What follows belongs to an exercise in optimizing a design on an open flow for small area and few clock cycles; a production flow would make more cautious choices. Only simulation tests tie the RTL to the original design; equivalence was not proved. No activity file was given, so power comes from the tool's default toggle rates.

==> flow/design.v <==
module lasc_ctrl (
    input  wire        clk,
    input  wire        rst,           
    input  wire        op_valid,
    input  wire [31:0] op_word,
    output wire        op_ready,
    output wire        rsp_valid,
    output wire [1:0]  rsp_code,      
    output reg         act_valid,
    output reg  [3:0]  act_kind,
    output reg  [15:0] act_data,
    input  wire [7:0]  st_rdata,
    input  wire        st_wfail,
    output reg         booted,
    output reg  [2:0]  mode,
    output reg         scan_active,
    output reg         scan_done,
    output reg  [1:0]  scan_result,
    output reg         flash_armed,
    output wire [7:0]  intensity,
    output reg         ind,
    output reg         cfg_err,
    output wire [13:0] patch,
    output wire [13:0] work,
    output reg  [3:0]  channel,
    output reg  [2:0]  range,
    output reg         zero_based
);
    localparam [15:0] DEBOUNCE_MS = 16'd20;
    localparam [15:0] SLOW_MS     = 16'd500;
    localparam [15:0] FAST_MS     = 16'd100;
    localparam [15:0] ACCEL_MS    = 16'd2000;
    localparam [7:0]  FLASH_TOGGLE_MS = 8'd250;
    localparam [15:0] STARTUP_WAIT_MS = 16'd100;
    localparam [15:0] CONFIG_IDLE_MS  = 16'd3000;
    localparam [7:0]  ACTIVITY_MS = 8'd50;
    localparam OP_TICK   = 8'h01, OP_DLOAD = 8'h02, OP_DWAIT = 8'h03;
    localparam OP_SBEGIN = 8'h10, OP_EVAL  = 8'h11, OP_PEND  = 8'h12;
    localparam OP_FSTART = 8'h20, OP_FSTOP = 8'h21, OP_ACT   = 8'h22;
    localparam OP_BOOT   = 8'h30, OP_EVENT = 8'h31, OP_FSTEP = 8'h32;
    localparam M_STARTUP = 3'd0, M_CFGCH = 3'd1, M_CFGDISP = 3'd2,
               M_NORMAL  = 3'd3, M_MODE2 = 3'd4;
    localparam EV_NONE = 2'd0, EV_UP = 2'd1, EV_DOWN = 2'd2, EV_MODE = 2'd3;
    localparam SW_REL = 2'd0, SW_UNC = 2'd1, SW_CONF = 2'd2;
    localparam A_INIT = 4'd1, A_SETINT = 4'd2, A_SHOWCR = 4'd3, A_SHOWP = 4'd4,
               A_SHOWZB = 4'd5, A_MIDI = 4'd6, A_UNLOCK = 4'd7, A_LOCK = 4'd8,
               A_READ = 4'd9, A_WRITE = 4'd10;
    localparam R_DONE = 2'd0, R_HOLD = 2'd1, R_REFUSED = 2'd2;
    localparam S_IDLE   = 5'b00000,
               S_INIT   = 5'b00001,
               S_R0     = 5'b01000, S_R1 = 5'b01001, S_R2 = 5'b01010, S_R3 = 5'b01011, S_R4 = 5'b01100,
               S_W0     = 5'b10000, S_W1 = 5'b10001, S_W2 = 5'b10010, S_W3 = 5'b10011, S_W4 = 5'b10100,
               S_CXINT  = 5'b00010,
               S_UNL0   = 5'b00011, S_UNL2 = 5'b00100, S_LOCK = 5'b00101,
               S_B0     = 5'b11000, S_B1 = 5'b11001, S_B2 = 5'b11010, S_PC = 5'b11011, S_PN = 5'b11100,
               S_SHOWP  = 5'b00110,
               S_INTL   = 5'b00111, S_SHOWCR = 5'b01101, S_SHOWZB = 5'b01110, S_SHOWW = 5'b01111;
    function [15:0] inc16;
        input [15:0] a;
        input        ci;
        integer i;
        reg c;
        begin
            c = ci;
            for (i = 0; i < 16; i = i + 1) begin
                inc16[i] = a[i] ^ c;
                c = c & a[i];
            end
        end
    endfunction
    function [15:0] dec16;
        input [15:0] a;
        input        bi;
        integer i;
        reg b;
        begin
            b = bi;
            for (i = 0; i < 16; i = i + 1) begin
                dec16[i] = a[i] ^ b;
                b = b & ~a[i];
            end
        end
    endfunction
    function gtc16;
        input [15:0] a;
        input [15:0] k;
        integer i;
        reg g;
        begin
            g = 1'b0;
            for (i = 0; i < 16; i = i + 1)
                g = k[i] ? (a[i] & g) : (a[i] | g);
            gtc16 = g;
        end
    endfunction
    function ge16;
        input [15:0] a;
        input [15:0] b;
        integer i;
        reg g;
        begin
            g = 1'b1;
            for (i = 0; i < 16; i = i + 1)
                g = (a[i] & ~b[i]) | (~(a[i] ^ b[i]) & g);
            ge16 = g;
        end
    endfunction
    reg [15:0] delay_cnt;
    reg [1:0]  sw_st0, sw_st1, sw_st2;
    reg [15:0] sw_down0, sw_down1, sw_down2;
    reg [15:0] sw_first0, sw_first1, sw_first2;
    reg [1:0]  scan_idx;
    reg [15:0] scan_el;               
    reg [15:0] scan_timeout;
    reg        scan_ar;
    reg        period_acc;
    reg [7:0]  cnt;
    reg [9:0]  patch_r, work_r;       
    reg [4:0]  seq;
    reg        seq_commit;
    reg        seq_diff;
    reg        rsp_r;
    reg [1:0]  rsp_code_r;
    wire int_lo = flash_armed & ind;
    assign intensity = {4'd0, ~int_lo, ~int_lo, ~int_lo, 1'b1};
    assign patch = {4'd0, patch_r};
    assign work  = {4'd0, work_r};
    wire [7:0] opc = op_word[31:24];
    wire z_23_17 = (op_word[23:17] == 7'd0);
    wire z_16    = !op_word[16];
    wire z_15_3  = (op_word[15:3] == 13'd0);
    wire z_2     = !op_word[2];
    wire z_1_0   = (op_word[1:0] == 2'd0);
    wire o_tick   = (opc == OP_TICK);
    wire o_dload  = (opc == OP_DLOAD);
    wire o_dwait  = (opc == OP_DWAIT);
    wire o_sbegin = (opc == OP_SBEGIN);
    wire o_eval   = (opc == OP_EVAL);
    wire o_pend   = (opc == OP_PEND);
    wire o_fstart = (opc == OP_FSTART);
    wire o_fstop  = (opc == OP_FSTOP);
    wire o_act    = (opc == OP_ACT);
    wire o_boot   = (opc == OP_BOOT);
    wire o_event  = (opc == OP_EVENT);
    wire o_fstep  = (opc == OP_FSTEP);
    wire z_all = z_23_17 && z_16 && z_15_3 && z_2 && z_1_0;
    wire legal = ((o_tick || o_dwait || o_pend || o_fstart || o_fstop || o_act || o_boot) && z_all) ||
                 (o_dload && z_23_17 && z_16) ||
                 (o_sbegin && z_23_17) ||
                 ((o_eval || o_fstep) && z_23_17 && z_16 && z_15_3) ||
                 (o_event && z_23_17 && z_16 && z_15_3 && z_2);
    wire [2:0] pins = op_word[2:0];
    wire idx3 = scan_idx[1] & scan_idx[0];
    wire fs       = o_fstep && booted && !scan_done;
    wire do_boot  = o_boot   || (o_fstep && !booted);
    wire do_event = o_event  || (o_fstep && booted && scan_done);
    wire do_eval  = o_eval   || (fs && scan_active && !idx3);
    wire do_pend  = o_pend   || (fs && scan_active && idx3);
    wire do_sbegin= o_sbegin || (fs && !scan_active);
    wire in_st  = (mode == M_STARTUP);
    wire in_ch  = (mode == M_CFGCH);
    wire in_dp  = (mode == M_CFGDISP);
    wire in_nm  = (mode == M_NORMAL);
    wire in_m2  = (mode == M_MODE2);
    wire [15:0] fs_to = in_st ? STARTUP_WAIT_MS : (in_ch || in_dp) ? CONFIG_IDLE_MS : 16'd0;
    wire [15:0] sb_to = o_fstep ? fs_to : op_word[15:0];
    wire        sb_ar = o_fstep ? in_m2 : op_word[16];
    wire [1:0]  ev = o_fstep ? scan_result : op_word[1:0];
    wire ev_none = (ev == EV_NONE);
    wire ev_up   = (ev == EV_UP);
    wire ev_dn   = (ev == EV_DOWN);
    wire ev_mode = (ev == EV_MODE);
    wire ev_ud   = ev_up || ev_dn;
    wire dly_nz = (delay_cnt != 16'd0);
    wire refuse = !legal ||
                  (o_dload && dly_nz) ||
                  (o_sbegin && scan_active) ||
                  (o_eval && !(scan_active && !idx3)) ||
                  (o_pend && !(scan_active && idx3)) ||
                  (o_boot && booted) ||
                  (o_event && !(booted && !scan_active));
    wire s_show = (seq == S_SHOWP) || (seq == S_SHOWW);
    wire seq_last = (seq == S_SHOWP && !seq_commit) || seq == S_INTL || seq == S_SHOWCR ||
                    seq == S_SHOWZB || seq == S_SHOWW;
    assign op_ready  = (seq == S_IDLE) || (seq_last && !(s_show && o_event));
    assign rsp_valid = rsp_r || seq_last;
    assign rsp_code  = rsp_code_r;
    wire accept = op_valid && op_ready && !rst;
    wire run    = accept && !refuse;
    wire r_tick   = run && o_tick;
    wire r_dload  = run && o_dload;
    wire r_fstart = run && o_fstart;
    wire r_fstop  = run && o_fstop;
    wire r_act    = run && o_act;
    wire r_boot   = run && do_boot;
    wire r_event  = run && do_event;
    wire r_eval   = run && do_eval;
    wire r_pend   = run && do_pend;
    wire r_sbegin = run && do_sbegin;
    wire [1:0]  ei  = scan_idx;
    wire        e0  = (ei == 2'd0), e1 = (ei == 2'd1), e2 = ei[1];
    wire        ea  = (e0 & pins[0]) | (e1 & pins[1]) | (e2 & pins[2]);
    wire [1:0]  est = ({2{e0}} & sw_st0) | ({2{e1}} & sw_st1) | ({2{e2}} & sw_st2);
    wire [15:0] el_down  = ({16{e0}} & sw_down0) | ({16{e1}} & sw_down1) | ({16{e2}} & sw_down2);
    wire [15:0] el_first = ({16{e0}} & sw_first0) | ({16{e1}} & sw_first1) | ({16{e2}} & sw_first2);
    wire        e_fast   = period_acc || gtc16(el_first, ACCEL_MS);
    wire        e_deb    = gtc16(el_down, DEBOUNCE_MS);
    wire        e_rep    = e_fast ? gtc16(el_down, FAST_MS) : gtc16(el_down, SLOW_MS);
    wire ev_rel   = !ea;
    wire ev_press = ea && est == SW_REL;
    wire ev_conf  = ea && est == SW_UNC && e_deb;
    wire ev_rpt   = ea && est[1] && scan_ar;
    wire ev_fire  = ev_conf || (ev_rpt && e_rep);
    wire ev_down  = ev_press || (ev_rpt && e_rep);    
    wire [1:0] ei_inc = {ei[1] ^ ei[0], ~ei[0]};
    wire p_tmo = (scan_timeout != 16'd0) && ge16(scan_el, scan_timeout);
    wire ev_arm  = (in_st && !ev_none) || (in_nm && ev_mode);
    wire evc_cx  = (in_ch && ev_none) || (in_dp && (ev_none || ev_mode));
    wire evc_nud = in_nm && ev_ud;
    wire evc_m2u = in_m2 && ev_ud;
    wire evc_m2c = in_m2 && ev_mode;
    wire evc_clamp = in_ch && ev_mode && range[2] && (patch_r[9:7] != 3'd0);
    wire [9:0] p_op  = in_m2 ? work_r : patch_r;     
    wire       p_up  = s_show || ev_up;
    wire       p_ci  = s_show ? !zero_based : !ev_mode;
    reg  [9:0] p_sum;
    reg        p_c;
    integer    pi;
    always @(*) begin
        p_c = p_ci;
        for (pi = 0; pi < 10; pi = pi + 1) begin
            p_sum[pi] = p_op[pi] ^ p_c;
            p_c = p_c & (p_up ? p_op[pi] : ~p_op[pi]);
        end
    end
    wire [2:0] pm_r = in_ch ? 3'd0 : range;
    reg  [9:0] pmax;
    always @(*) begin
        case (pm_r)
            3'd0:    pmax = 10'd127;
            3'd1:    pmax = 10'd255;
            3'd2:    pmax = 10'd383;
            3'd3:    pmax = 10'd511;
            default: pmax = 10'd999;
        endcase
    end
    wire ones60  = &p_op[6:0];
    wire p_atmax = (range == 3'd0) ? ones60 :
                   (range == 3'd1) ? ones60 & p_op[7] :
                   (range == 3'd2) ? ones60 & p_op[8] :
                   (range == 3'd3) ? ones60 & p_op[8] & p_op[7] :
                                     (&p_op[9:5]) & (&p_op[2:0]);
    wire [9:0] bv = {patch_r[1:0], st_rdata};
    wire b_over = (patch_r[7:2] != 6'd0) ||
                  ((range == 3'd0) ? (bv[9:7] != 3'd0) :
                   (range == 3'd1) ? (bv[9:8] != 2'd0) :
                   (range == 3'd2) ? (bv[9] | (bv[8] & bv[7])) :
                   (range == 3'd3) ? bv[9] :
                                     ((&bv[9:5]) & (bv[4] | bv[3])));
    wire boot_r2 = (seq == S_R2) && in_st;
    wire boot_r3 = (seq == S_R3) && in_st;
    wire sel_bv   = boot_r2 || boot_r3;
    wire sel_pmax = (boot_r3 && b_over) || (!sel_bv && (evc_clamp || (!ev_up && p_c)));
    wire sel_zero = ev_up && p_atmax;
    wire [9:0] p_new = sel_pmax ? pmax : sel_bv ? bv : (p_sum & ~{10{sel_zero}});
    wire we_patch = boot_r2 || boot_r3 || (r_event && (evc_nud || evc_m2c || evc_clamp));
    wire we_work  = boot_r3 || (r_event && ((in_nm && ev_mode) || evc_m2u));
    always @(posedge clk) begin
        if (rst) begin
            patch_r <= 10'd0;
            work_r  <= 10'd0;
        end else begin
            if (we_patch) patch_r <= p_new;
            if (we_work)  work_r  <= p_new;
        end
    end
    wire [2:0] s_off = seq[2:0];
    reg [7:0] s_byte;
    always @(*) begin
        case (s_off)
            3'd0:    s_byte = {4'd0, channel};
            3'd1:    s_byte = {5'd0, range};
            3'd2:    s_byte = {6'd0, patch_r[9:8]};
            3'd3:    s_byte = patch_r[7:0];
            default: s_byte = {7'd0, zero_based};
        endcase
    end
    wire rd_ne = (st_rdata != s_byte);
    wire [7:0] x5 = st_rdata;
    wire ca = x5[0] & x5[4];
    wire [2:0] m5a = {(x5[1] & x5[5]) | (ca & (x5[1] ^ x5[5])), x5[1] ^ x5[5] ^ ca, x5[0] ^ x5[4]};
    wire cb = x5[2] & x5[6];
    wire [2:0] m5b = ~{(x5[3] & x5[7]) | (cb & (x5[3] ^ x5[7])), x5[3] ^ x5[7] ^ cb, x5[2] ^ x5[6]};
    wire [3:0] m5v;
    wire [3:0] m5c;
    assign m5c[0] = 1'b0;
    genvar gi;
    generate
        for (gi = 0; gi < 3; gi = gi + 1) begin : g_m5
            assign m5v[gi]   = m5a[gi] ^ m5b[gi] ^ m5c[gi];
            assign m5c[gi+1] = (m5a[gi] & m5b[gi]) | (m5c[gi] & (m5a[gi] ^ m5b[gi]));
        end
    endgenerate
    assign m5v[3] = m5c[3];
    reg  [2:0] m5;
    always @(*) begin
        case (m5v)
            4'd0: m5 = 3'd3;
            4'd1: m5 = 3'd4;
            4'd2: m5 = 3'd0;
            4'd3: m5 = 3'd1;
            4'd4: m5 = 3'd2;
            4'd5: m5 = 3'd3;
            4'd6: m5 = 3'd4;
            4'd7: m5 = 3'd0;
            4'd8: m5 = 3'd1;
            4'd9: m5 = 3'd2;
            4'd10: m5 = 3'd3;
            4'd11: m5 = 3'd4;
            4'd12: m5 = 3'd0;
            4'd13: m5 = 3'd1;
            4'd14: m5 = 3'd2;
            4'd15: m5 = 3'd3;
        endcase
    end
    wire [3:0] ch_step;
    wire [4:0] ch_c;
    assign ch_c[0] = 1'b1;
    generate
        for (gi = 0; gi < 4; gi = gi + 1) begin : g_ch
            assign ch_step[gi] = channel[gi] ^ ch_c[gi];
            assign ch_c[gi+1]  = ch_c[gi] & (ev_up ? channel[gi] : ~channel[gi]);
        end
    endgenerate
    always @(*) begin
        act_valid = 1'b1;
        act_kind  = 4'd0;
        act_data  = 16'd0;
        case (seq)
            S_INIT: act_kind = A_INIT;
            S_R0, S_R1, S_R2, S_R3, S_R4: begin act_kind = A_READ; act_data = {13'd0, s_off}; end
            S_W0, S_W1, S_W2, S_W3, S_W4: begin act_kind = A_WRITE; act_data = {5'd0, s_off, s_byte}; end
            S_CXINT, S_INTL: begin act_kind = A_SETINT; act_data = {8'd0, intensity}; end
            S_UNL0, S_UNL2: act_kind = A_UNLOCK;
            S_LOCK: act_kind = A_LOCK;
            S_B0: begin act_kind = A_MIDI; act_data = {8'd0, 4'hB, channel}; end
            S_B1: begin act_kind = A_MIDI; act_data = 16'd0; end
            S_B2: begin act_kind = A_MIDI; act_data = {13'd0, patch_r[9:7]}; end
            S_PC: begin act_kind = A_MIDI; act_data = {8'd0, 4'hC, channel}; end
            S_PN: begin act_kind = A_MIDI; act_data = {9'd0, patch_r[6:0]}; end
            S_SHOWP, S_SHOWW: begin act_kind = A_SHOWP; act_data = {6'd0, p_sum}; end
            S_SHOWCR: begin act_kind = A_SHOWCR; act_data = {5'd0, range, 4'd0, channel}; end
            S_SHOWZB: begin act_kind = A_SHOWZB; act_data = {15'd0, zero_based}; end
            default: act_valid = 1'b0;
        endcase
    end
    always @(posedge clk)
        scan_el <= r_sbegin ? 16'd0 : inc16(scan_el, r_tick);
    always @(posedge clk) begin
        sw_down0  <= (r_eval && e0 && ev_down)  ? 16'd0 : inc16(sw_down0, r_tick);
        sw_down1  <= (r_eval && e1 && ev_down)  ? 16'd0 : inc16(sw_down1, r_tick);
        sw_down2  <= (r_eval && e2 && ev_down)  ? 16'd0 : inc16(sw_down2, r_tick);
        sw_first0 <= (r_eval && e0 && ev_press) ? 16'd0 : inc16(sw_first0, r_tick);
        sw_first1 <= (r_eval && e1 && ev_press) ? 16'd0 : inc16(sw_first1, r_tick);
        sw_first2 <= (r_eval && e2 && ev_press) ? 16'd0 : inc16(sw_first2, r_tick);
    end
    always @(posedge clk) begin
        if (rst)
            delay_cnt <= 16'd0;
        else
            delay_cnt <= dec16(delay_cnt, r_tick && dly_nz) | ({16{r_dload}} & op_word[15:0]);
    end
    wire cnt_one = (cnt == 8'd1);
    wire cnt_l250 = r_fstart || (r_event && ev_arm) || (r_tick && cnt_one);
    wire cnt_l50  = (r_act || (r_event && evc_nud)) && !flash_armed;
    reg [7:0] cnt_dec;
    reg       cnt_b;
    integer   ci;
    always @(*) begin
        cnt_b = r_tick;
        for (ci = 0; ci < 8; ci = ci + 1) begin
            cnt_dec[ci] = cnt[ci] ^ cnt_b;
            cnt_b = cnt_b & ~cnt[ci];
        end
    end
    always @(posedge clk)
        cnt <= cnt_l250 ? FLASH_TOGGLE_MS : cnt_l50 ? ACTIVITY_MS : cnt_dec;
    always @(posedge clk) begin
        if (accept)
            rsp_code_r <= refuse ? R_REFUSED : (o_dwait && dly_nz) ? R_HOLD : R_DONE;
        case (seq)
            S_R0: seq_diff <= rd_ne;
            S_R1: seq_diff <= seq_diff || rd_ne;
            S_R2: seq_diff <= rd_ne;
            default: ;
        endcase
        if (r_sbegin) begin
            scan_timeout <= sb_to;
            scan_ar      <= sb_ar;
        end
        if (r_sbegin || (r_pend && !p_tmo)) begin
            scan_idx   <= 2'd0;
            period_acc <= 1'b0;
        end
        if (r_eval) begin
            if (!ev_fire)
                scan_idx <= ei_inc;
            if (ev_rel)
                period_acc <= 1'b0;
            else if (ev_rpt)
                period_acc <= e_fast;
        end
    end
    always @(posedge clk) begin
        if (rst) begin
            sw_st0       <= SW_REL;
            sw_st1       <= SW_REL;
            sw_st2       <= SW_REL;
            scan_active  <= 1'b0;
            scan_done    <= 1'b0;
            scan_result  <= EV_NONE;
            flash_armed  <= 1'b0;
            ind          <= 1'b0;
            booted       <= 1'b0;
            mode         <= M_STARTUP;
            channel      <= 4'd0;
            range        <= 3'd0;
            zero_based   <= 1'b0;
            cfg_err      <= 1'b0;
            seq          <= S_IDLE;
            seq_commit   <= 1'b0;
            rsp_r        <= 1'b0;
        end else begin
            rsp_r <= 1'b0;
            case (seq)
                S_INIT: seq <= S_R0;
                S_R0: begin
                    if (in_st) channel <= st_rdata[3:0];
                    seq <= S_R1;
                end
                S_R1: begin
                    if (in_st) range <= m5;
                    seq <= S_R4;
                end
                S_R4: begin
                    if (in_st) begin
                        zero_based <= (st_rdata != 8'd0);
                        seq <= S_R2;
                    end else if (seq_diff || rd_ne)
                        seq <= S_UNL0;
                    else
                        seq <= S_SHOWP;
                end
                S_R2: seq <= S_R3;
                S_R3: begin
                    if (in_st) begin
                        seq <= S_IDLE; rsp_r <= 1'b1;
                    end else if (seq_diff || rd_ne)
                        seq <= S_UNL2;
                    else
                        seq <= S_SHOWP;
                end
                S_CXINT: seq <= S_R0;
                S_UNL0: seq <= S_W0;
                S_W0: begin if (st_wfail) cfg_err <= 1'b1; seq <= S_W1; end
                S_W1: begin if (st_wfail) cfg_err <= 1'b1; seq <= S_W4; end
                S_W4: begin if (st_wfail) cfg_err <= 1'b1; seq <= S_LOCK; end
                S_UNL2: seq <= S_W2;
                S_W2: begin if (st_wfail) cfg_err <= 1'b1; seq <= S_W3; end
                S_W3: begin if (st_wfail) cfg_err <= 1'b1; seq <= S_LOCK; end
                S_LOCK: seq <= S_SHOWP;
                S_B0: seq <= S_B1;
                S_B1: seq <= S_B2;
                S_B2: seq <= S_PC;
                S_PC: seq <= S_PN;
                S_PN: seq <= S_R2;
                S_SHOWP: begin
                    seq_commit <= 1'b0;
                    seq <= seq_commit ? S_INTL : S_IDLE;
                end
                default: seq <= S_IDLE;
            endcase
            if (accept)
                rsp_r <= 1'b1;
            if (r_tick && cnt_one)
                ind <= flash_armed && !ind;
            if (r_fstart) begin
                flash_armed <= 1'b1;
                ind         <= 1'b0;
            end
            if (r_fstop) begin
                flash_armed <= 1'b0;
                ind         <= 1'b0;
                rsp_r       <= 1'b0;
                seq         <= S_INTL;
            end
            if (r_act && !flash_armed)
                ind <= 1'b1;
            if (r_boot) begin
                rsp_r  <= 1'b0;
                seq    <= S_INIT;
                booted <= 1'b1;
            end
            if (r_sbegin) begin
                scan_done    <= 1'b0;
                scan_active  <= 1'b1;
            end
            if (r_eval) begin
                if (ev_fire) begin
                    scan_result <= ei_inc;
                    scan_done   <= 1'b1;
                    scan_active <= 1'b0;
                end
                if (e0) begin
                    if (ev_rel) sw_st0 <= SW_REL;
                    else if (ev_press) sw_st0 <= SW_UNC;
                    else if (ev_conf) sw_st0 <= SW_CONF;
                end
                if (e1) begin
                    if (ev_rel) sw_st1 <= SW_REL;
                    else if (ev_press) sw_st1 <= SW_UNC;
                    else if (ev_conf) sw_st1 <= SW_CONF;
                end
                if (e2) begin
                    if (ev_rel) sw_st2 <= SW_REL;
                    else if (ev_press) sw_st2 <= SW_UNC;
                    else if (ev_conf) sw_st2 <= SW_CONF;
                end
            end
            if (r_pend) begin
                if (flash_armed) begin
                    rsp_r <= 1'b0;
                    seq   <= S_INTL;
                end
                if (p_tmo) begin
                    scan_result <= EV_NONE;
                    scan_done   <= 1'b1;
                    scan_active <= 1'b0;
                end
            end
            if (r_event) begin
                scan_done <= 1'b0;
                if (ev_arm) begin
                    flash_armed <= 1'b1;
                    ind         <= 1'b0;
                end
                if (evc_cx || evc_m2c) begin
                    flash_armed <= 1'b0;
                    ind         <= 1'b0;
                    mode        <= M_NORMAL;
                end
                if (evc_nud && !flash_armed)
                    ind <= 1'b1;
                if (evc_nud || evc_m2c) begin
                    seq_commit <= evc_m2c;
                    seq <= (range != 3'd0) ? S_B0 : S_PC;
                end
                if (in_st)
                    mode <= ev_none ? M_NORMAL : ev_dn ? M_CFGDISP : M_CFGCH;
                if (in_nm && ev_mode)
                    mode <= M_MODE2;
                if (in_ch && ev_ud)
                    channel <= ch_step;
                if (in_ch && ev_mode)
                    range <= range[2] ? 3'd0 : {range[1] & range[0], range[1] ^ range[0], ~range[0]};
                if (in_dp && ev_ud)
                    zero_based <= !zero_based;
                if (!((in_nm || in_m2) && ev_none) && !(in_nm && ev_mode))
                    rsp_r <= 1'b0;
                if ((in_st && ev_none))
                    seq <= S_SHOWP;
                if ((in_st && (ev_up || ev_mode)) || (in_ch && !ev_none))
                    seq <= S_SHOWCR;
                if ((in_st && ev_dn) || (in_dp && ev_ud))
                    seq <= S_SHOWZB;
                if (evc_cx)
                    seq <= S_CXINT;
                if (evc_m2u)
                    seq <= S_SHOWW;
            end
        end
    end
endmodule
==> flow/flow/abc_map.script <==
&get -n
&st
&deepsyn -T 20
&dc2
&dch -f
&nf -R 1000 -p -F 8 -A 8 -C 32
&st
&dc2
&dch -f
&nf -R 1000 -p -F 8 -A 8 -C 32
&put
==> flow/standard.sh <==
#!/bin/bash
# synth_recipe.tcl (not shown) runs the flow's synth.tcl, then flattens the netlist and writes it again
# the make line also repeats each setting of config.mk as NAME=value (left out here)
make -C /OpenROAD-flow-scripts/flow DESIGN_CONFIG=/design/flow/config.mk WORK_HOME=/design/flow/orfs CLKGATE_MAP_FILE= SYNTH_SCRIPT=/design/flow/synth_recipe.tcl "${@:-finish}"
==> flow/config.mk <==
export PLATFORM = sky130hd
export DESIGN_NAME = lasc_ctrl
export DESIGN_NICKNAME = lasc_ctrl
export VERILOG_FILES = /design/flow/design.v
export SDC_FILE = /design/flow/constraint.sdc
export NUM_CORES = 4
export LEC_CHECK = 0
export CAP_MARGIN = 20
export CORE_MARGIN = 2
export CORE_UTILIZATION = 40
export CTS_BUF_LIST = sky130_fd_sc_hd__clkbuf_8
export CTS_CLUSTER_DIAMETER = 60
export CTS_CLUSTER_SIZE = 16
export PLACE_DENSITY = 0.6
export SLEW_MARGIN = 20
==> flow/constraint.sdc <==
create_clock -name core_clock -period 10.0 [get_ports {clk}]
set_input_delay 2.0000 -clock core_clock [delete_from_list [all_inputs] [get_ports {clk}]]
set_output_delay 2.0000 -clock core_clock [all_outputs]
set_load 0.01 [all_outputs]
==> flow/flow/run.sh <==
#!/bin/bash
# The standard layout (standard.sh), with these changes to how the layout is made:
#  - ABC maps all logic, adders included, for area (flow/abc_map.script) instead of
#    the speed script and the adder cell map; registers are mapped before ABC runs,
#    so they are the standard synthesis's own;
#  - the port buffers are the smallest buffer cell.
set -euo pipefail
cd "$(dirname "$0")/.."
rm -rf scripts_area
cp -r "$FLOW_HOME/scripts" scripts_area
cp flow/abc_map.script scripts_area/abc_speed.script
export SCRIPTS_DIR="$PWD/scripts_area"
export ADDER_MAP_FILE=
export BUFFER_PORTS_ARGS="-buffer_cell sky130_fd_sc_hd__buf_1"
bash standard.sh > standard_flow.log 2>&1
==> results of run 1 <==
## worst max-delay path, stage by stage
cell and delay (ns):
buf_1 0.07, nor4_1 0.50, and3_1 0.30, nand2_1 0.30, and2_0 0.30, a21oi_1 0.61, nor2_1 0.29, mux2i_1 0.31
nand3_1 0.19, nand2b_1 0.22, nor2_1 0.26, nand2_1 0.14, nor4_1 0.41, mux2i_1 0.18, xnor2_1 0.18, o21ai_0 0.21
buf_1 0.19
## power by group through the flow
stage	registers (mW)	clock network [mW]	logic (mW)
2_1_floorplan	0.876	0	0.0556
3_3_place_gp	0.877	0	0.0850
3_5_place_dp	0.877	0	0.0847
4_1_cts	0.857	0.605	0.0852
5_1_grt	0.858	0.634	0.0938
6_report	0.857	0.585	0.0857
## synthesized netlist by cell type (6+ instances only)
cell type | count | area (um2)
a21o_1 | 16 | 120.1
a21oi_1 | 106 | 530.5
a221oi_1 | 13 | 113.9
a222oi_1 | 6 | 60.06
a22o_1 | 11 | 96.34
a22oi_1 | 17 | 127.6
a31oi_1 | 19 | 118.9
and2_0 | 36 | 225.2
and3_1 | 39 | 244.0
buf_4 | 20 | 150.1
clkinv_1 | 39 | 146.4
dfxtp_1 | 191 | 3824
edfxtp_1 | 20 | 600.6
mux2i_1 | 17 | 170.2
nand2_1 | 141 | 529.3
nand2b_1 | 15 | 93.84
nand3_1 | 34 | 170.2
nand4_1 | 18 | 112.6
nor2_1 | 150 | 563.0
nor2b_1 | 19 | 118.9
nor3_1 | 84 | 420.4
nor3b_1 | 8 | 60.06
nor4_1 | 18 | 112.6
o21a_1 | 24 | 180.2
o21ai_0 | 87 | 435.4
o22ai_1 | 10 | 62.56
or3_1 | 9 | 56.30
or4_1 | 7 | 52.55
xnor2_1 | 31 | 271.5
xor2_1 | 29 | 254.0
## flip-flops by register name, indices dropped and copies added, names as in the netlist, 4 cells and up
name          cells
delay_cnt        16
scan_el          16
scan_timeout     16
sw_down0         16
sw_down1         16
sw_down2         16
sw_first0        16
sw_first1        16
sw_first2        16
patch_r          10
work_r           10
cnt               8
seq               5
channel           4
## through the flow
step           instance area (um2)  total power, mW  util, %
6_report                     12000            1.528    45.91
4_1_cts                      11980            1.547    45.85
3_5_place_dp                 11530           0.9615    44.14
2_1_floorplan                10760           0.9317        -
3_3_place_gp                 11530           0.9617    44.14
5_1_grt                      12000            1.586    45.91
## area by class of cell
cell class / count / area, um2 / share of cell area (%)
clock buffer: 21 / 289.0 / 2.409
clock inverter: 17 / 157.7 / 1.314
inverter: 39 / 146.4 / 1.220
multi-input combinational: 1059 / 6061 / 50.52
sequential: 211 / 4424 / 36.88
tap: 335 / 419.2 / 3.494
timing repair buffer: 119 / 499.2 / 4.161
## how the worst max path moves through the flow
stage                           start     endpoint  slack [ns]
after floorplan           op_word[27]  act_data[9]        2.59
after global placement    op_word[27]  act_data[9]        1.60
after detailed placement  op_word[27]  act_data[9]        1.45
after CTS                 op_word[27]  act_data[9]        1.43
after global routing      op_word[27]  act_data[9]        0.83
final                     op_word[27]  act_data[9]        1.32
## per-layer routing
metal  routed length, um  global-route usage, %  vias up
li1                    -                      -     5121
met1               14520                  31.51     4822
met2               14030                  35.25      427
met3                2258                  3.120       89
met4                1100                  7.599        0
met5                   0                      0        -
## kinds of logic (layout without fill, tap and decap cells)
| kind of cell | Yosys count | count (layout) | synth area share [%] |
|---|---|---|---|
| AND/OR/NAND/NOR | 592 | 592 | 26.81 |
| flip-flops | 211 | 211 | 41.36 |
| adder cells (fa/ha/maj) | 2 | 2 | 0.1872 |
| other | 2 | 18 | 0.07021 |
| multiplexers | 17 | 17 | 1.591 |
| AO/OA/AOI/OAI | 370 | 370 | 22.30 |
| XOR/XNOR | 60 | 60 | 4.913 |
| buffers and inverters | 59 | 196 | 2.772 |
==> results.py, run 1 <==
metrics = {
    "worst_setup_path": {
        "ff2ff_path_depth": 26,
        "arrival_ns": 6.68,
        "reg2reg_to": "sw_first1[15]$_SDFF_PP0_",
        "critical_path_class": "input port to primary output",
        "critPathLaunchType": "input port",
        "path_max_fanout": 15,
        "required_ns": 8.00,
        "reg2reg_from": "seq[2]$_SDFF_PP0_",
        "endpoint_kind": "primary output",
        "ff2ff_setup_slack_ns": 3.16,
    },
    "run_status": {
        "outcome": "timing/DRC/antenna clean",
    },
    "min_path": {
        "min_to": "sw_st2[1]$_SDFFE_PP0P_",
        "hp-start": "sw_st2[1]$_SDFFE_PP0P_",
        "hold_depth": 2,
        "min_path_type": "flop to flop",
    },
    "synth": {
        "yosysSeqAreaShare_pct": 41.36,
        "synth_edf_count": 20,
        "yosysWarningCount": 1,
        "synthCells": 1313,
        "synth_seq_cells": 211,
        "ys_async_sr_fraction_pct": 0,
        "synth_ff_type": "dfxtp_1",
        "synth_area_um2": 10700,
        "yosys.cell_types.count": 59,
        "synth.avg_cell_area_um2": 8.147,
    },
    "placed_design": {
        "dp_cells": 1762,
        "dp_slack_ns": 1.451,
        "gp_congestion": 0.9961,
        "dp_hpwl_um": 23420,
        "port_buffers": 105,
    },
    "floorplanning": {
        "fp.coreArea_um2": 26130,
        "initial_core_util_pct": 40.93,
        "num_io_pins": 124,
        "die_area_um2": 28060,
        "num_rows": 59,
        "die_w_um": 167.5,
        "die_h_um": 167.5,
    },
    "power": {
        "p_per_area_nw_per_um2": 127.4,
        "power.leakage_nw": 4.474,
        "netSwitchingFraction_pct": 25.38,
        "worst_ir_drop_vdd_uv": 88.30,
        "combPwrFrac_pct": 5.6,
        "switchingPower_uw": 387.9,
        "p_int_mw": 1.140,
        "power_frac_clock_pct": 38.3,
        "seqPwrFrac_pct": 56.1,
    },
    "route": {
        "vias_per_cell": 5.807,
        "first_pass_iters": 17,
        "drc_errors": 0,
        "ant_nets": 0,
        "routedWlPerCell_um": 17.72,
        "first_iter_violations": 881,
        "routed_wl_um": 31910,
        "routed-via-count": 10460,
    },
    "sta": {
        "rsz0062_at_grt": "no",
        "maxSlewViolCount": 0,
        "clock_skew_ns": 0.02276,
        "final.period_utilization_pct": 86.84,
        "hold_viol": 0,
        "slew_headroom_pct": 29.91,
        "timing.fmax_mhz": 115.1,
        "setup_violations": 0,
        "fin_setup_tns_ns": 0,
        "tightest_slew_ns": 1.047,
        "finalWorstSetupSlack_ns": 1.316,
        "holdWs_ns": 0.4658,
        "finalCriticalPeriod_ns": 8.684,
    },
    "layout": {
        "fin_cells": 1801,
        "n_antenna_cell": 0,
        "area.growth.synth_to_final_pct": 12.15,
        "final_cell_mix": "191 x dfxtp_1, 147 x nor2_1, 141 x nand2_1",
        "layout_commonest_cell": "dfxtp_1",
        "nets": 1495,
        "drive_gt1_share_pct": 3.547,
        "fillers": 2651,
    },
    "grt": {
        "antenna_found_initial": 0,
        "grt_max_degree": 38,
        "track_usage_pct": 22.36,
        "overflow": 0,
        "grt_pass1_wl_um": 51260,
        "grt_pass1_vias": 9593,
    },
    "job": {
        "cap_violations": 0,
    },
    "clocking": {
        "ctsResizeCount": 0,
        "post-cts-setup-buffers": 0,
        "htreeDepth": 1,
        "cts_root_buffer": "clkbuf_8",
        "cts_buffers": 21,
        "clock_sinks": 211,
        "clk_latency_ns": 0.55,
        "clockBufferDepth": 3,
        "clk_transition_reported_paths_ns": 0.10,
        "cts_hold_buf": 0,
        "cts_tree": "yes",
    },
}
Testbench counts, summed over its fixed seeds: cycles 277,456.
==> run 2: changes to the inputs <==
==> flow/flow/abc_map.script (replaced) <==
&get -n
&st
&dc2
&dch -f
&nf -R 1000 -p -F 8 -A 8 -C 32
&st
&dc2
&dch -f
&nf -R 1000 -p -F 8 -A 8 -C 32
&put
==> run 2 against run 1 <==
  * Wire length is 1.3% higher
  * Worst setup slack worse by 0.37 ns
  * Critical path depth is 2 higher
  * Synthesized cell count is 4.4% higher
  * Global-route usage is 0.37 points lower
  * Sequential share of layout area is 0.93 points lower
  * Sequential power is 0.6% lower
  * Die area is 2.0% higher
  * Non-clock buffer count is 2 higher
==> results.py, run 2 <==
metrics = {
    "worst_setup_path": {
        "ff2ff_setup_slack_ns": 4.19,
        "endpoint_kind": "primary output",
        "required_ns": 8.00,
        "arrival_ns": 7.05,
        "ff2ff_path_depth": 22,
        "path_max_fanout": 24,
        "critical_path_class": "input port to primary output",
        "critPathLaunchType": "input port",
    },
    "floorplanning": {
        "fp.coreArea_um2": 26880,
        "num_io_pins": 124,
        "die_w_um": 169.2,
        "die_h_um": 169.2,
        "num_rows": 60,
        "die_area_um2": 28620,
        "initial_core_util_pct": 40.60,
    },
    "synth": {
        "synth_edf_count": 20,
        "synthCells": 1371,
        "synth_xor_area_share_pct": 5.057,
        "synth_ff_type": "dfxtp_1",
        "synth_compound_area_share_pct": 19.37,
        "synth_mux_area_share_pct": 1.582,
        "synth_top_family_by_area": "simple AND/OR/NAND/NOR gates",
        "synthAdderAreaFrac_pct": 0.7339,
        "synth-simple-area-share_pct": 30.13,
        "ys_async_sr_fraction_pct": 0,
        "yosysSeqAreaShare_pct": 40.55,
        "synth_commonest_cells": "200 x nor2_1, 191 x dfxtp_1, 127 x nand2_1",
        "yosys.cell_types.count": 57,
        "yosysWarningCount": 1,
        "yosys.area.top_type": "dfxtp_1",
        "yosysMostFrequentCell": "nor2_1",
        "synth_area_um2": 10910,
        "synth.avg_cell_area_um2": 7.959,
        "yosys-top-cells-area": "dfxtp_1 35%, nor2_1 6.9%, a21oi_1 5.7%",
        "synth_seq_cells": 211,
        "synth_top_area_share_pct": 35.04,
    },
    "sta": {
        "maxSlewViolCount": 0,
        "finalCriticalPeriod_ns": 9.054,
        "final.period_utilization_pct": 90.54,
        "finalWorstSetupSlack_ns": 0.9461,
        "tightest_slew_ns": 1.064,
        "timing.fmax_mhz": 110.5,
        "fin_setup_tns_ns": 0,
        "slew_headroom_pct": 28.81,
        "hold_viol": 0,
        "clock_skew_ns": 0.02004,
        "setup_violations": 0,
        "rsz0062_at_grt": "no",
    },
    "route": {
        "drc_errors": 0,
        "routed_wl_um": 32340,
        "routedWlPerCell_um": 17.30,
        "vias_per_cell": 5.689,
        "first_pass_iters": 6,
        "first_iter_violations": 789,
        "routed-via-count": 10630,
        "ant_nets": 0,
    },
    "min_path": {
        "hold_depth": 2,
        "min_path_type": "flop to flop",
    },
    "power": {
        "p_per_area_nw_per_um2": 129.5,
        "power.leakage_nw": 4.466,
        "worst_ir_drop_vdd_uv": 88.01,
    },
    "clocking": {
        "clk_latency_ns": 0.55,
        "clk_transition_reported_paths_ns": 0.09,
        "ctsResizeCount": 0,
        "clockBufferDepth": 3,
        "post-cts-setup-buffers": 0,
        "htreeDepth": 1,
        "cts_tree": "yes",
        "cts_root_buffer": "clkbuf_8",
        "cts_buffers": 23,
        "clock_sinks": 211,
        "cts_hold_buf": 0,
    },
    "grt": {
        "track_usage_pct": 21.99,
        "antenna_found_initial": 0,
        "grt_pass1_vias": 9863,
        "grt_pass1_wl_um": 51380,
        "overflow": 0,
        "grt_max_degree": 67,
    },
    "placed_design": {
        "dp_hpwl_um": 23900,
        "dp_slack_ns": 1.078,
        "port_buffers": 105,
        "gp_congestion": 0.9659,
    },
    "layout": {
        "layout_commonest_cell": "nor2_1",
        "drive_gt1_share_pct": 3.861,
        "n_antenna_cell": 0,
        "final_cell_mix": "197 x nor2_1, 191 x dfxtp_1, 127 x nand2_1",
        "area.growth.synth_to_final_pct": 12.77,
        "nets": 1557,
    },
    "run_status": {
        "outcome": "timing/DRC/antenna clean",
    },
    "job": {
        "cap_violations": 0,
    },
}
[run 2: changes by cell type in the layout (fill, tap and decap cells not counted), sizes merged, moves of 9 or more]
cell and change:
a21oi +19, a221oi -11, nand2 -14, o21ai -13
nor2 +50, nor4 +14, xnor2 +11, nor3 +26
a222oi +9, o21a -15
[run 2: worst paths after layout]
path	start	to
setup / recovery	op_word[25]	act_data[9]
hold / removal	delay_cnt[15]$_SDFF_PP0_	delay_cnt[15]$_SDFF_PP0_
setup reg to reg	seq[2]$_SDFF_PP0_	sw_first2[15]$_SDFF_PP0_
hold reg to reg	delay_cnt[15]$_SDFF_PP0_	delay_cnt[15]$_SDFF_PP0_
[run 2: where the power goes]
part / leakage (nW) / internal, mW / switching, mW
Sequential: 1.71 / 0.852 / 0.000159
Clock: 0.270 / 0.311 / 0.347
Combinational: 2.48 / 0.0277 / 0.0549
Total: 4.47 / 1.19 / 0.402
[run 2: kinds of logic (layout without fill, tap and decap cells)]
group	after synthesis	count (layout)
flops	211	211
xor+xnor	63	63
fa+ha+maj	8	8
simple gates	676	676
other cells	2	18
mux	17	17
compound gates	341	341
buf+inv	53	194
[run 2: layout make-up]
type	instances	area, um2
repair buffers	121	515.5
clock inverters	17	212.7
multi-input cells	1123	6286
fillers	2686	14570
flip-flops and latches	211	4424
clock buffers	23	316.6
well taps	341	426.7
inverters	33	123.9
[run 2: metrics by stage]
step	utilization, %	power (mW)	hold slack (ns)	cell area [um2]	instances
after floorplan	-	0.9290	0.4260	10970	1387
after global placement	43.81	0.9526	0.4524	11770	1829
after detailed placement	43.81	0.9537	0.4584	11770	1829
after CTS	45.78	1.614	0.4730	12300	1869
after global routing	45.79	1.662	0.5050	12310	1869
final	45.79	1.593	0.4683	12310	1869
[run 2: worst max-delay path, stage by stage]
cell and delay [ns]:
buf_1 0.21, nor4b_1 0.54, nand4_1 0.16, buf_4 0.23
and2_0 0.20, a21oi_1 0.47, nor2b_1 0.57, or2_0 0.39
o21ai_0 0.17, a21oi_1 0.23, nand2_1 0.12, nor2_1 0.18
nand2_1 0.14, a21oi_1 0.29, o21ai_0 0.21, xor2_1 0.22
a222oi_1 0.45, clkinv_1 0.11, buf_1 0.14
[run 2: routing by layer]
metal,GRT usage (%),wire length (um),up-vias
li1,-,-,5297
met5,0,0,-
met4,6.949,1022,0
met2,37.76,15310,313
met3,3.568,1838,75
met1,28.29,14170,4947
==> run 3: changes to the inputs <==
--- a/flow/config.mk
+++ b/flow/config.mk
@@ -11,5 +11,5 @@
 export CTS_BUF_LIST = sky130_fd_sc_hd__clkbuf_8
 export CTS_CLUSTER_DIAMETER = 60
-export CTS_CLUSTER_SIZE = 16
+export CTS_CLUSTER_SIZE = 24
 export PLACE_DENSITY = 0.6
 export SLEW_MARGIN = 20
==> run 3 against run 2 <==
  * Still clean on timing, DRC and antenna
  * Worst hold slack about the same
  * Global-route usage about the same
  * Cell count hardly changed
  * Clock power fell by 2%
  * Synthesized cell count is the same
  * Non-clock buffer count stayed put
  * Clock skew grew 0.0010 ns
  * Wire length hardly changed
  * Utilization about the same
  * Sequential power barely moved
  * Critical endpoint unchanged
  * Largest cell class unchanged
  * Largest power group unchanged
==> results.py, run 3 <==
metrics = {
    "route": {
        "ant_nets": 0,
        "first_iter_violations": 875,
        "first_pass_iters": 5,
        "routedWlPerCell_um": 17.29,
        "routed-via-count": 10620,
        "drc_errors": 0,
        "vias_per_cell": 5.678,
        "routed_wl_um": 32330,
    },
    "layout": {
        "fin_cells": 1870,
        "area.growth.synth_to_final_pct": 12.70,
        "layout_commonest_cell": "nor2_1",
        "nets": 1557,
        "finalInstanceArea_um2": 12300,
        "n_antenna_cell": 0,
        "drive_gt1_share_pct": 3.990,
        "final_cell_mix": "197 x nor2_1, 191 x dfxtp_1, 127 x nand2_1",
        "utilization_pct": 45.76,
    },
    "job": {
        "cap_violations": 0,
    },
    "min_path": {
        "min_path_type": "flop to flop",
        "hp-start": "delay_cnt[15]$_SDFF_PP0_",
    },
    "clocking": {
        "clockBufferDepth": 3,
        "cts_root_buffer": "clkbuf_8",
        "cts_buffers": 23,
        "ctsResizeCount": 0,
        "clock_sinks": 211,
        "htreeDepth": 1,
        "cts_tree": "yes",
        "cts_hold_buf": 0,
        "post-cts-setup-buffers": 0,
        "clk_latency_ns": 0.55,
        "clk_transition_reported_paths_ns": 0.08,
    },
    "placed_design": {
        "port_buffers": 105,
        "dp_slack_ns": 1.078,
        "dp_cells": 1829,
        "placed_cell_area_um2": 11770,
        "dp_hpwl_um": 23900,
        "gp_congestion": 0.9659,
    },
    "floorplanning": {
        "die_area_um2": 28620,
        "num_io_pins": 124,
        "die_h_um": 169.2,
        "initial_core_util_pct": 40.60,
        "num_rows": 60,
        "fp.coreArea_um2": 26880,
        "die_w_um": 169.2,
    },
    "sta": {
        "clock_skew_ns": 0.02104,
        "final.period_utilization_pct": 90.89,
        "tightest_slew_ns": 1.036,
        "timing.fmax_mhz": 110.0,
        "hold_viol": 0,
        "rsz0062_at_grt": "no",
        "fin_setup_tns_ns": 0,
        "setup_violations": 0,
        "maxSlewViolCount": 0,
        "slew_headroom_pct": 30.66,
        "finalWorstSetupSlack_ns": 0.9112,
        "finalCriticalPeriod_ns": 9.089,
        "holdWs_ns": 0.4684,
    },
    "power": {
        "worst_ir_drop_vdd_uv": 88.10,
        "combPwrFrac_pct": 5.2,
        "total_power_mw": 1.580,
        "switchingPower_uw": 427.1,
        "seqPwrFrac_pct": 54.0,
        "power.leakage_nw": 4.462,
        "p_int_mw": 1.153,
        "netSwitchingFraction_pct": 27.03,
        "p_per_area_nw_per_um2": 128.5,
        "power_frac_clock_pct": 40.8,
    },
    "synth": {
        "synth_top_area_share_pct": 35.04,
        "synthCells": 1371,
        "yosys.area.top_type": "dfxtp_1",
        "yosysMostFrequentCell": "nor2_1",
        "yosys-top-cells-area": "dfxtp_1 35%, nor2_1 6.9%, a21oi_1 5.7%",
        "synth_commonest_cells": "200 x nor2_1, 191 x dfxtp_1, 127 x nand2_1",
        "synth_area_um2": 10910,
        "yosysSeqAreaShare_pct": 40.55,
        "yosysWarningCount": 1,
        "yosys.cell_types.count": 57,
        "ys_async_sr_fraction_pct": 0,
        "synth.avg_cell_area_um2": 7.959,
        "synth_seq_cells": 211,
        "synth_edf_count": 20,
        "synth_ff_type": "dfxtp_1",
    },
    "worst_setup_path": {
        "endpoint_kind": "primary output",
        "critical_path_class": "input port to primary output",
        "arrival_ns": 7.09,
        "required_ns": 8.00,
        "path_max_fanout": 24,
        "critPathLaunchType": "input port",
        "startpoint": "op_word[25]",
        "reg2reg_from": "seq[2]$_SDFF_PP0_",
    },
    "grt": {
        "grt_pass1_wl_um": 51410,
        "grt_max_degree": 67,
        "grt_pass1_vias": 9869,
        "antenna_found_initial": 0,
        "overflow": 0,
        "track_usage_pct": 22.00,
    },
    "run_status": {
        "outcome": "timing/DRC/antenna clean",
    },
}
[run 3: cell counts after synthesis]
No cell type changed its count.
[run 3: power groups by stage]
stage / logic, mW / clock network (mW) / registers (mW)
after floorplan: 0.0569 / 0 / 0.872
after global placement: 0.0805 / 0 / 0.872
after detailed placement: 0.0816 / 0 / 0.872
after CTS: 0.0821 / 0.668 / 0.853
after global routing: 0.0918 / 0.703 / 0.853
final: 0.0825 / 0.645 / 0.853
[run 3: worst paths after layout]
check | end | slack [ns] | cells past startpoint
max | act_data[9] | 0.91 | 19
min | delay_cnt[15]$_SDFF_PP0_ | 0.47 | 2
max reg2reg | sw_first2[15]$_SDFF_PP0_ | 4.21 | 22
min reg2reg | delay_cnt[15]$_SDFF_PP0_ | 0.47 | 2
[run 3: cell families (layout without fill, tap and decap cells)]
family                   after synthesis  after routing  share of synthesized area, %
other                                  2             18                       0.06883
buffers and inverters                 53            195                         2.511
XOR/XNOR                              63             63                         5.057
AND/OR/NAND/NOR                      676            676                         30.13
AO/OA/AOI/OAI                        341            341                         19.37
adder cells (fa/ha/maj)                8              8                        0.7339
multiplexers                          17             17                         1.582
flip-flops                           211            211                         40.55
[run 3: metal layers]
metal,share of wire [%],up-vias,track usage [%]
met5,0,-,0
met4,3.2,0,7.135
met3,6.0,74,3.382
met2,47,336,37.92
met1,43,4912,28.25
li1,-,5295,-
[run 3: worst max-delay path, cell delays in order]
cell and delay [ns]:
buf_1 0.21, nor4b_1 0.54, nand4_1 0.16, buf_4 0.23, and2_0 0.20, a21oi_1 0.47, nor2b_1 0.57, or2_0 0.39
o21ai_0 0.17, a21oi_1 0.23, nand2_1 0.12, nor2_1 0.18, nand2_1 0.14, a21oi_1 0.29, o21ai_0 0.21, xor2_1 0.22
a222oi_1 0.47, clkinv_1 0.12, buf_1 0.14
[run 3: layout make-up]
class / instances / area (um2)
Multi-Input combinational cell: 1123 / 6286
Inverter: 33 / 123.9
Timing Repair Buffer: 121 / 515.5
Tap cell: 341 / 426.7
Clock buffer: 23 / 316.6
Sequential cell: 211 / 4424
Fill cell: 2690 / 14580
Clock inverter: 18 / 205.2
==> run 4: changes to the inputs <==
--- a/flow/flow/run.sh
+++ b/flow/flow/run.sh
@@ -4,5 +4,6 @@
 #    the speed script and the adder cell map; registers are mapped before ABC runs,
 #    so they are the standard synthesis's own;
-#  - the port buffers are the smallest buffer cell.
+#  - the port buffers are the smallest buffer cell;
+#  - clock tree: clkbuf_8 buffers, small sink clusters, no dummy loads.
 set -euo pipefail
 cd "$(dirname "$0")/.."
@@ -13,3 +14,4 @@
 export ADDER_MAP_FILE=
 export BUFFER_PORTS_ARGS="-buffer_cell sky130_fd_sc_hd__buf_1"
+export CTS_ARGS="-sink_clustering_enable -repair_clock_nets -dont_use_dummy_load -sink_clustering_size 16 -sink_clustering_max_diameter 60 -buf_list sky130_fd_sc_hd__clkbuf_8"
 bash standard.sh > standard_flow.log 2>&1
--- a/flow/flow/abc_map.script
+++ b/flow/flow/abc_map.script
@@ -1,4 +1,5 @@
 &get -n
 &st
+&deepsyn -T 20
 &dc2
 &dch -f
--- a/flow/config.mk
+++ b/flow/config.mk
@@ -9,7 +9,5 @@
 export CORE_MARGIN = 2
 export CORE_UTILIZATION = 40
-export CTS_BUF_LIST = sky130_fd_sc_hd__clkbuf_8
-export CTS_CLUSTER_DIAMETER = 60
-export CTS_CLUSTER_SIZE = 24
+export GPL_TIMING_DRIVEN = 0
 export PLACE_DENSITY = 0.6
 export SLEW_MARGIN = 20
==> run 4 against run 3 <==
  * Die area shrank 1.9%
  * Clock power down 27%
  * Register-to-register slack got worse by 1.4 ns
  * Synthesized cell count down 4.2%
  * Clock skew is 0.030 ns higher
  * First-iteration DRC count grew 2.9%
  * Cell area shrank 2.3%
  * Combinational power increased by 9.2%
  * Critical path depth shrank 2
  * Fmax down 3.8%
  * Cell count is 3.7% lower
  * Critical endpoint unchanged
  * Largest power group unchanged
==> results.py, run 4 <==
metrics = {
    "power": {
        "switchingPower_uw": 337.2,
        "power.leakage_nw": 4.491,
        "netSwitchingFraction_pct": 23.77,
        "p_int_mw": 1.082,
        "worst_ir_drop_vdd_uv": 66.22,
        "seqPwrFrac_pct": 60.4,
        "combPwrFrac_pct": 6.3,
        "power_frac_clock_pct": 33.2,
        "p_per_area_nw_per_um2": 118.1,
        "total_power_mw": 1.419,
    },
    "floorplanning": {
        "num_rows": 59,
        "num_io_pins": 124,
        "initial_core_util_pct": 40.93,
        "fp.coreArea_um2": 26130,
        "die_h_um": 167.5,
        "die_w_um": 167.5,
        "die_area_um2": 28060,
    },
    "synth": {
        "synth.avg_cell_area_um2": 8.147,
        "yosysWarningCount": 1,
        "yosysMostFrequentCell": "dfxtp_1",
        "synth_ff_type": "dfxtp_1",
        "synth_edf_count": 20,
        "synth_top_area_share_pct": 35.75,
        "synthCells": 1313,
        "yosysSeqAreaShare_pct": 41.36,
        "yosys.area.top_type": "dfxtp_1",
        "yosys.cell_types.count": 59,
        "synth_commonest_cells": "191 x dfxtp_1, 150 x nor2_1, 141 x nand2_1",
        "synth_area_um2": 10700,
        "yosys-top-cells-area": "dfxtp_1 36%, edfxtp_1 5.6%, nor2_1 5.3%",
        "ys_async_sr_fraction_pct": 0,
        "synth_seq_cells": 211,
    },
    "worst_setup_path": {
        "cp_top_family": "simple AND/OR/NAND/NOR gates",
        "path_cells": "buf_1 -> nor4_1 -> and3_1 -> nand2_1 -> and2_0 -> a21oi_1 -> nor2_1 -> mux2i_1 -> nand3_1 -> nand2b_1 -> nor2_1 -> nand2_1 -> nor4_1 -> mux2i_1 -> xnor2_1 -> o21ai_0 -> buf_1",
        "critical_path_class": "input port to primary output",
        "ff2ff_setup_slack_ns": 2.82,
        "reg2reg_to": "sw_down1[15]$_SDFF_PP0_",
        "crit_buf_inv": 2,
        "ff2ff_path_depth": 25,
        "required_ns": 8.00,
        "arrival_ns": 7.45,
        "endpoint_kind": "primary output",
        "path_max_fanout": 15,
        "reg2reg_from": "seq[2]$_SDFF_PP0_",
        "slowest_stage": "a21oi_1",
        "critPathLaunchType": "input port",
        "slowest_delay_ns": 0.87,
    },
    "clocking": {
        "cts_buffers": 22,
        "cts_root_buffer": "clkbuf_8",
        "clockBufferDepth": 3,
        "htreeDepth": 1,
        "cts_hold_buf": 0,
        "clk_latency_ns": 0.55,
        "ctsResizeCount": 0,
        "clk_transition_reported_paths_ns": 0.07,
        "post-cts-setup-buffers": 0,
        "clock_sinks": 211,
        "cts_tree": "yes",
    },
    "route": {
        "first_iter_violations": 900,
        "routedWlPerCell_um": 16.53,
        "routed_wl_um": 29760,
        "vias_per_cell": 5.671,
        "ant_nets": 0,
        "routed-via-count": 10210,
        "drc_errors": 0,
        "first_pass_iters": 18,
    },
    "sta": {
        "hold_viol": 0,
        "finalWorstSetupSlack_ns": 0.5498,
        "maxSlewViolCount": 0,
        "holdWs_ns": 0.4595,
        "final.period_utilization_pct": 94.50,
        "fin_setup_tns_ns": 0,
        "slew_headroom_pct": 24.08,
        "setup_violations": 0,
        "rsz0062_at_grt": "no",
        "timing.fmax_mhz": 105.8,
        "finalCriticalPeriod_ns": 9.450,
        "clock_skew_ns": 0.05104,
        "tightest_slew_ns": 1.139,
    },
    "layout": {
        "n_antenna_cell": 0,
        "fillers": 2641,
        "final_cell_mix": "191 x dfxtp_1, 146 x nor2_1, 141 x nand2_1",
        "nets": 1512,
        "drive_gt1_share_pct": 4.297,
        "layout_commonest_cell": "dfxtp_1",
        "area.growth.synth_to_final_pct": 12.28,
    },
    "min_path": {
        "hold_depth": 1,
        "hp-start": "sw_st1[0]$_SDFFE_PP0P_",
        "min_path_type": "flop to flop",
        "min_to": "sw_st1[0]$_SDFFE_PP0P_",
    },
    "grt": {
        "grt_max_degree": 34,
        "overflow": 0,
        "antenna_found_initial": 0,
        "grt_pass1_vias": 9517,
        "grt_pass1_wl_um": 48820,
        "track_usage_pct": 21.02,
    },
    "placed_design": {
        "port_buffers": 105,
        "dp_slack_ns": 0.7309,
        "dp_hpwl_um": 22200,
        "gp_congestion": 0.9515,
    },
    "job": {
        "cap_violations": 0,
    },
    "run_status": {
        "outcome": "timing/DRC/antenna clean",
    },
}
==> run 4: changes by cell type in the layout (fill, tap and decap cells not counted), sizes merged, moves of 15 or more <==
cell / before / now
buf: 120 / 135
o21a: 9 / 24
a21oi: 125 / 106
nor2: 200 / 150
nor3: 110 / 84
==> run 4: area by class of cell <==
type / instances / area, um2 / share of cell area (%)
multi-input combinational: 1059 / 6075 / 50.58
clock buffer: 22 / 302.8 / 2.521
sequential: 211 / 4424 / 36.84
timing repair buffer: 115 / 493.0 / 4.105
buffer: 20 / 150.1 / 1.250
tap: 335 / 419.2 / 3.490
inverter: 39 / 146.4 / 1.219
==> run 4: how the worst max path moves through the flow <==
stage,cells after the start,to,from,slack (ns)
2_1_floorplan,15,act_data[9],op_word[27],2.59
3_3_place_gp,21,sw_first1[15]$_SDFF_PP0_,op_word[27],0.62
3_5_place_dp,17,act_data[9],op_word[27],0.73
4_1_cts,17,act_data[9],op_word[27],0.71
5_1_grt,17,act_data[9],op_word[27],0.32
6_report,17,act_data[9],op_word[27],0.55
==> run 4: cells by family (layout without fill, tap and decap cells) <==
kind of cell / after synthesis / in the layout / synth area share [%]
muxes: 17 / 17 / 1.591
buffers and inverters: 59 / 196 / 2.772
DFF: 211 / 211 / 41.36
and+or+nand+nor: 592 / 592 / 26.81
other: 2 / 18 / 0.07021
xor gates and xnor gates: 60 / 60 / 4.913
adders and majority gates: 2 / 2 / 0.1872
AOI/OAI and AO/OA: 370 / 370 / 22.30
==> run 4: power groups by stage <==
stage	clock network [mW]	registers [mW]	logic, mW
final	0.471	0.858	0.0901
after detailed placement	0	0.877	0.0887
after CTS	0.494	0.857	0.0890
after global routing	0.523	0.858	0.100
after global placement	0	0.877	0.0861
after floorplan	0	0.876	0.0556
==> run 4: metrics by stage <==
step	instance area [um2]	std cells	utilization [%]
final	12010	1801	45.96
after global routing	12010	1801	45.96
after CTS	11990	1799	45.87
after detailed placement	11690	1777	44.71
after global placement	11570	1769	44.27
after floorplan	10760	1329	-
==> run 4: metal layers <==
metal	up-vias	wire (um)	track usage, %
li1	5119	-	-
met1	4665	13800	29.13
met2	366	12820	33.48
met3	64	2121	3.403
met4	0	1020	6.843
met5	-	0	0
==> run 5: changes to the inputs <==
--- a/flow/config.mk
+++ b/flow/config.mk
@@ -9,5 +9,4 @@
 export CORE_MARGIN = 2
 export CORE_UTILIZATION = 40
-export GPL_TIMING_DRIVEN = 0
 export PLACE_DENSITY = 0.6
 export SLEW_MARGIN = 20
==> run 5 against run 4 <==
  * Still clean
  * Critical path depth stayed put
  * Clock power is 0.8% lower
  * Die area stayed put
  * Fmax is 8.7% higher
  * Clock skew is 0.0019 ns lower
  * Non-clock buffer count is 16 lower
  * Combinational power is 4.9% lower
  * Total power is 0.62% lower
  * Synthesized cell count stayed put
  * Utilization is 0.65 points lower
  * Worst setup slack better by 0.76 ns
  * Worst hold slack better by 0.0061 ns
  * Highest routed layer unchanged
==> results.py, run 5 <==
metrics = {
    "worst_setup_path": {
        "ff2ff_path_depth": 26,
        "slowest_delay_ns": 0.61,
        "crit_buf_inv": 2,
        "reg2reg_to": "sw_first1[15]$_SDFF_PP0_",
        "arrival_ns": 6.69,
        "ff2ff_setup_slack_ns": 3.12,
        "critPathLaunchType": "input port",
        "path_cells": "buf_1 -> nor4_1 -> and3_1 -> nand2_1 -> and2_0 -> a21oi_1 -> nor2_1 -> mux2i_1 -> nand3_1 -> nand2b_1 -> nor2_1 -> nand2_1 -> nor4_1 -> mux2i_1 -> xnor2_1 -> o21ai_0 -> buf_1",
        "required_ns": 8.00,
        "path_max_fanout": 15,
        "cp_top_family": "simple AND/OR/NAND/NOR gates",
        "critical_path_class": "input port to primary output",
        "slowest_stage": "a21oi_1",
        "endpoint_kind": "primary output",
        "reg2reg_from": "seq[2]$_SDFF_PP0_",
    },
    "clocking": {
        "cts_root_buffer": "clkbuf_8",
        "clk_latency_ns": 0.54,
        "clock_sinks": 211,
        "htreeDepth": 1,
        "post-cts-setup-buffers": 0,
        "clockBufferDepth": 3,
        "clk_transition_reported_paths_ns": 0.10,
        "cts_buffers": 21,
        "ctsResizeCount": 0,
        "cts_tree": "yes",
        "cts_hold_buf": 0,
    },
    "synth": {
        "synth_top_area_share_pct": 35.75,
        "yosysMostFrequentCell": "dfxtp_1",
        "ys_async_sr_fraction_pct": 0,
        "synth_seq_cells": 211,
        "synth_area_um2": 10700,
        "yosysWarningCount": 1,
        "yosys.area.top_type": "dfxtp_1",
        "synth.avg_cell_area_um2": 8.147,
        "synthCells": 1313,
        "yosys-top-cells-area": "dfxtp_1 36%, edfxtp_1 5.6%, nor2_1 5.3%",
        "yosys.cell_types.count": 59,
        "synth_ff_type": "dfxtp_1",
        "synth_edf_count": 20,
        "yosysSeqAreaShare_pct": 41.36,
        "synth_commonest_cells": "191 x dfxtp_1, 150 x nor2_1, 141 x nand2_1",
    },
    "layout": {
        "drive_gt1_share_pct": 2.830,
        "finalInstanceArea_um2": 11840,
        "layout_commonest_cell": "dfxtp_1",
        "area.growth.synth_to_final_pct": 10.70,
        "final_cell_mix": "191 x dfxtp_1, 147 x nor2_1, 141 x nand2_1",
        "nets": 1495,
    },
    "sta": {
        "finalCriticalPeriod_ns": 8.692,
        "hold_viol": 0,
        "setup_violations": 0,
        "fin_setup_tns_ns": 0,
        "clock_skew_ns": 0.04913,
        "slew_headroom_pct": 19.63,
        "final.period_utilization_pct": 86.92,
        "timing.fmax_mhz": 115.0,
        "rsz0062_at_grt": "no",
        "maxSlewViolCount": 0,
        "tightest_slew_ns": 1.195,
    },
    "floorplanning": {
        "num_io_pins": 124,
        "die_w_um": 167.5,
        "fp.coreArea_um2": 26130,
        "die_area_um2": 28060,
        "initial_core_util_pct": 40.93,
        "die_h_um": 167.5,
        "num_rows": 59,
    },
    "run_status": {
        "outcome": "timing/DRC/antenna clean",
    },
    "route": {
        "drc_errors": 0,
        "first_pass_iters": 17,
        "routedWlPerCell_um": 17.84,
        "ant_nets": 0,
        "routed-via-count": 10380,
        "routed_wl_um": 31840,
        "first_iter_violations": 868,
        "vias_per_cell": 5.812,
    },
    "job": {
        "cap_violations": 0,
    },
    "placed_design": {
        "dp_hpwl_um": 23420,
        "gp_congestion": 0.9961,
        "placed_cell_area_um2": 11530,
        "port_buffers": 105,
    },
    "power": {
        "power.leakage_nw": 4.381,
        "worst_ir_drop_vdd_uv": 66.70,
        "p_per_area_nw_per_um2": 119.1,
    },
    "min_path": {
        "min_to": "sw_st2[1]$_SDFFE_PP0P_",
        "hold_depth": 2,
        "hp-start": "sw_st2[1]$_SDFFE_PP0P_",
        "min_path_type": "flop to flop",
    },
    "grt": {
        "overflow": 0,
        "grt_pass1_wl_um": 51160,
        "track_usage_pct": 22.31,
        "grt_pass1_vias": 9553,
        "grt_max_degree": 38,
        "antenna_found_initial": 1,
    },
}
-- run 5: cell counts after synthesis --
Identical to the previous run, type by type.
-- run 5: report_power, final --
part	total, mW	switching, mW	leakage, nW	internal [mW]
sequential	0.858	0.00377	1.71	0.854
combinational	0.0857	0.0595	2.52	0.0262
clock	0.467	0.279	0.151	0.188
-- run 5: worst register-to-register path: stages, from the launching register on --
cell      delay, ns
dfxtp_1        0.71
clkinv_1       0.38
nor2_1         0.26
nor2_1         0.06
a32o_1         0.31
or3_1          0.41
o21ai_0        0.36
nor3_1         0.08
buf_4          0.19
clkinv_1       0.18
nor2_1         0.07
o21ai_0        0.25
nand3_1        0.39
nor4_2         0.34
buf_4          0.30
and3_1         0.24
and2_0         0.27
and3_1         0.24
and2_0         0.25
and3_1         0.23
and2_0         0.25
and3_1         0.23
and2_0         0.25
and3_1         0.23
nand2_1        0.09
xor2_1         0.15
nor2_1         0.05
-- run 5: per-stage QoR --
step	hold WS, ns	instances	power (mW)	setup WS [ns]	util, %
finish	0.4656	1785	1.410	1.308	45.31
global route	0.4806	1784	1.466	0.8232	45.30
global placement	0.4376	1762	0.9617	1.595	44.14
floorplan	0.4249	1329	0.9317	2.585	-
detailed placement	0.4414	1762	0.9615	1.451	44.14
CTS	0.4640	1783	1.428	1.441	45.25
-- run 5: worst max-delay path by stage --
stage                      from     endpoint  slack (ns)  cells after the start
global placement    op_word[27]  act_data[9]        1.60                     17
finish              op_word[27]  act_data[9]        1.31                     17
floorplan           op_word[27]  act_data[9]        2.59                     15
global route        op_word[27]  act_data[9]        0.82                     17
CTS                 op_word[27]  act_data[9]        1.44                     17
detailed placement  op_word[27]  act_data[9]        1.45                     17
-- run 5: cells by family (layout without fill, tap and decap cells) --
kind of cell               Yosys count  count (layout)  synth area share, %
buffers and inverters               59             179                2.772
adders and majority gates            2               2               0.1872
xor gates and xnor gates            60              60                4.913
and+or+nand+nor                    592             592                26.81
AOI/OAI and AO/OA                  370             370                22.30
DFF                                211             211                41.36
muxes                               17              17                1.591
other                                2              19              0.07021
-- run 5: per-layer routing --
metal  vias to the layer above  wire [um]  global-route usage [%]
li1                       5088          -                       -
met1                      4824      14710                   31.31
met2                       380      13890                   35.02
met3                        83       2113                   3.545
met4                         0       1122                   7.524
met5                         -          0                       0
-- run 5: final cells by class --
class	count	area, um2
Inverter	39	146.4
Timing Repair Buffer	119	499.2
Antenna cell	1	2.502
Multi-Input combinational cell	1059	6061
Fill cell	2650	14290
Clock buffer	21	289.0
Sequential cell	211	4424
Tap cell	335	419.2

-- port drivers added, routing unchanged --
No port has a modelled driver above. Below, the same layouts with a new extraction and two added sets of constraints. Step 1 (the two cells are an assumption about what drives the block):
set clk [get_ports {clk}]
set_driving_cell -lib_cell sky130_fd_sc_hd__clkbuf_16 $clk
set_driving_cell -lib_cell sky130_fd_sc_hd__buf_2 [delete_from_list [all_inputs] $clk]
Step 2, shift: input delay + t, output delay - t, t = (earliest + latest rising clock arrival at the registers) / 2. This alone moves slack from input paths to output paths. Three values: ideal ports, drivers, drivers and shift; two values: the first two.
run | shift t [ns] | setup slack, ns | hold WS [ns] | worst setup path at the end | worst slew at a driven data input, ns
run 1 | 0.585 | 1.316 / 1.295 / 1.295 | 0.466 / 0.466 / 0.466 | input to output | 0.03
run 2 | 0.581 | 0.946 / 0.925 / 0.925 | 0.468 / 0.468 / 0.468 | input to output | 0.07
run 3 | 0.584 | 0.911 / 0.889 / 0.889 | 0.468 / 0.468 / 0.468 | input to output | 0.07
run 4 | 0.564 | 0.550 / 0.530 / 0.530 | 0.459 / 0.459 / 0.459 | input to output | 0.06
run 5 | 0.561 | 1.308 / 1.288 / 1.288 | 0.466 / 0.466 / 0.466 | input to output | 0.03
After both steps every run listed still meets setup and hold. For run 3, which loses most, drivers alone change the setup slack by -0.022 ns; drivers and shift together by -0.022 ns.
